Source: an optimization exercise on an open RTL-to-GDS flow (aim: a short achievable clock period). Production flows keep margins and buffers that such runs may drop. No driver is modelled on the clock port, so clock power and skew are understated where the tree is cut down; a real chip needs a root buffer or a tree. No activity file was given, so power comes from the tool's default toggle rates.

// fcp
module fcp #(
    parameter PMAX = 64                  
) (
    input  wire        clk,
    input  wire        rst,              
    input  wire        req_valid,
    input  wire [35:0] req,
    output reg         rsp_valid,
    output reg  [49:0] rsp
);
Settings: LEC_CHECK=0, ABC_CLOCK_PERIOD_IN_PS=800, CAP_MARGIN=20, CORE_MARGIN=2, CORE_UTILIZATION=55, PLACE_DENSITY=0.7, SETUP_SLACK_MARGIN=2.8, SLEW_MARGIN=20, SYNTH_HIERARCHICAL=1, SYNTH_MINIMUM_KEEP_SIZE=0; clock period 4.5 ns.
standard.sh (not shown) runs the stock make flow with config.mk's settings and CLKGATE_MAP_FILE= SYNTH_SCRIPT=/design/flow/synth_recipe.tcl, a recipe that flattens the netlist after the stock synthesis.
==> flow/flow/run.sh <==
#!/bin/bash
# Standard layout, with the clock tree built by flow/tree.tcl (two levels of
# clkbuf_16) instead of TritonCTS. Full output of the ORFS run goes to
# flow_standard.log in the work folder; ORFS's own per-step logs stay under orfs/logs.
set -euo pipefail
W=$(pwd)
export PRE_CTS_TCL="$W/flow/tree.tcl"
bash standard.sh > "$W/flow_standard.log" 2>&1
Other scripts of this flow, unchanged in this note and not shown: flow/flow/tree.tcl
==> next run, changes <==
--- a/flow/design.v
+++ b/flow/design.v
@@ -64,29 +64,33 @@
         .acc_init(acc_init), .acc_add(acc_add)
     );
     fcp_accen u_accen_c (
         .req_valid(req_valid), .rst(rst), .opsel(opsel),
         .st_idle(st_idle), .st_fill(st_fill), .acc_sv(acc_sv),
         .acc_init(acc_init_c), .acc_add(acc_add_c)
     );
     wire [7:0] acc_n;        
     wire [7:0] eff_s, eff_c;
     wire [7:0] hdr_n;        
     fcp_obs u_obs_a (.acc_s(acc_s), .acc_c(acc_c), .acc_n(acc_n));
     fcp_obs u_obs_h (.acc_s(hdr_s), .acc_c(hdr_c), .acc_n(hdr_n));
-    wire [7:0] ebyte;
+    reg  [7:0] ebyte;
+    wire [7:0] nbyte;
     fcp_emux u_emux (
         .kh(kh), .t_type(t_type), .t_id(t_id), .t_len(t_len),
-        .sp(sp), .p0(pbuf[0]), .p1(pbuf[1]), .ebyte(ebyte)
+        .sp(sp), .p0(pbuf[0]), .p1(pbuf[1]), .p2(pbuf[2]), .nbyte(nbyte)
     );
+    always @(posedge clk)
+        if (a_emit)
+            ebyte <= nbyte;
     wire [47:0] rest, data;
     fcp_rmux u_rmux (
         .g_eb(g_eb), .g_em(g_em), .g_push(g_push), .g_get(g_get),
         .g_pack(g_pack), .g_unpack(g_unpack), .ebyte(ebyte),
         .elast(elast), .hc5(hc[5]), .hvalid(hvalid), .hdr(hdr_eff), .arg(arg),
         .data(rest)
     );
     fcp_fin u_fin (.g_acc_a(g_acc_a), .acc_n(acc_n), .g_acc_h(g_acc_h), .hdr_n(hdr_n),
                    .rest(rest), .data(data));
     always @(posedge clk) begin
         rsp_valid <= v;
         rsp       <= {status, data};
@@ -274,43 +278,27 @@
     assign status[1] = (o_encst && st_idle && len_big) || o_ill;
 endmodule
 module fcp_accen (
     input  wire        req_valid,
     input  wire        rst,
     input  wire [3:0]  opsel,
     input  wire        st_idle,
     input  wire        st_fill,
     input  wire        acc_sv,
     output wire        acc_init,
     output wire        acc_add
 );
-    wire q, m5, m2, m;
-    fcp_and1n2 u_q  (.a(req_valid), .b(rst), .c(opsel[3]), .y(q));
-    fcp_and2n1 u_m5 (.a(st_fill), .b(opsel[2]), .c(opsel[1]), .y(m5));
-    fcp_and2n1 u_m2 (.a(st_idle), .b(opsel[1]), .c(opsel[2]), .y(m2));
-    fcp_mux2   u_m  (.s(opsel[0]), .a(m5), .b(m2), .y(m));
-    fcp_and2   u_ad (.a(q), .b(m), .y(acc_add));
-    assign acc_init = rst || (req_valid && st_idle && opsel == 4'h1);
-endmodule
-module fcp_and1n2 (input wire a, input wire b, input wire c, output wire y);
-    assign y = a & ~b & ~c;
-endmodule
-module fcp_and2n1 (input wire a, input wire b, input wire c, output wire y);
-    assign y = a & b & ~c;
-endmodule
-module fcp_mux2 (input wire s, input wire a, input wire b, output wire y);
-    assign y = s ? a : b;
-endmodule
-module fcp_and2 (input wire a, input wire b, output wire y);
-    assign y = a & b;
+    wire v = req_valid && !rst;
+    assign acc_add  = v && ((st_idle && opsel == 4'h2) || (st_fill && opsel == 4'h5));
+    assign acc_init = rst || (v && st_idle && opsel == 4'h1);
 endmodule
 module fcp_accn (
     input  wire [7:0] acc_s,
     input  wire [7:0] acc_c,
     input  wire [7:0] b,
     input  wire       init,
     input  wire       add,
     output wire [7:0] acc_s_d,
     output wire [7:0] acc_c_d
 );
     function [7:0] pp_add;
         input [7:0] x;
@@ -492,33 +480,36 @@
         end
     endfunction
     assign acc_n = ~pp_add(acc_s, acc_c);
 endmodule
 module fcp_emux (
     input  wire [6:0] kh,
     input  wire [7:0] t_type,
     input  wire [7:0] t_id,
     input  wire [6:0] t_len,
     input  wire       sp,
     input  wire [7:0] p0,
     input  wire [7:0] p1,
-    output wire [7:0] ebyte
+    input  wire [7:0] p2,
+    output wire [7:0] nbyte
 );
     localparam [7:0] PROTO_VER = 8'h03;
     wire [7:0] pay_head = sp ? p1 : p0;
-    assign ebyte = ({8{kh[1]}} & PROTO_VER)
-                 | ({8{kh[2]}} & t_type)
-                 | ({8{kh[3]}} & t_id)
-                 | ({8{kh[4]}} & {1'b0, t_len})
-                 | ({8{kh[6]}} & pay_head);
+    wire [7:0] pay_next = sp ? p2 : p1;
+    assign nbyte = ({8{kh[0]}} & PROTO_VER)
+                 | ({8{kh[1]}} & t_type)
+                 | ({8{kh[2]}} & t_id)
+                 | ({8{kh[3]}} & {1'b0, t_len})
+                 | ({8{kh[5]}} & pay_head)
+                 | ({8{kh[6]}} & pay_next);
 endmodule
 module fcp_rmux (
     input  wire        g_eb,
     input  wire        g_em,
     input  wire        g_push,
     input  wire        g_get,
     input  wire        g_pack,
     input  wire        g_unpack,
     input  wire [7:0]  ebyte,
     input  wire        elast,
     input  wire        hc5,
     input  wire        hvalid,
Sequential power goes up by about 1%.
Final area goes up by 2.0%.
Wire length goes up by 3.2%.
Setup slack gets worse by 0.0057 ns.
Power goes up by 1.4%.
Core utilization goes up by 0.89 points.
Via count goes up by 2.6%.
Clock skew goes down by 0.0090 ns.
Die area goes up by 1.1%.
First-iteration DRC count goes up by 0.73%.
Function was not checked in any run of this note: the RTL went through the layout flow alone. No run of this note takes its clock network from TritonCTS; it comes from the design's own scripts or RTL.

==> port drivers added, routing unchanged <==
The results above use ideal ports. As a check the final layouts listed here were re-extracted and re-timed, cells and wires unchanged.
Step 1 sets driving cells, clkbuf_16 on the clock port and buf_2 on the other inputs (assumed; they add their load-dependent delay and slew).
Step 2 also shifts input and output timing later by t, the mid clock arrival at the registers, as if the neighbouring blocks saw the same clock.
a / b / c = ideal / step 1 / step 2; a / b = the first two.
run	shift t [ns]	slack for setup (ns)	hold slack, ns	worst slew at a driven data input, ns
the first run	0.504	2.545 / 2.581 / 2.125	0.380 / 0.380 / 0.380	0.09
the second run	0.510	2.539 / 2.502 / 1.992	0.375 / 0.375 / 0.375	0.18
After both steps every run listed still meets setup and hold. For the second run, which loses most, drivers alone change the setup slack by -0.037 ns; drivers and shift together by -0.547 ns.
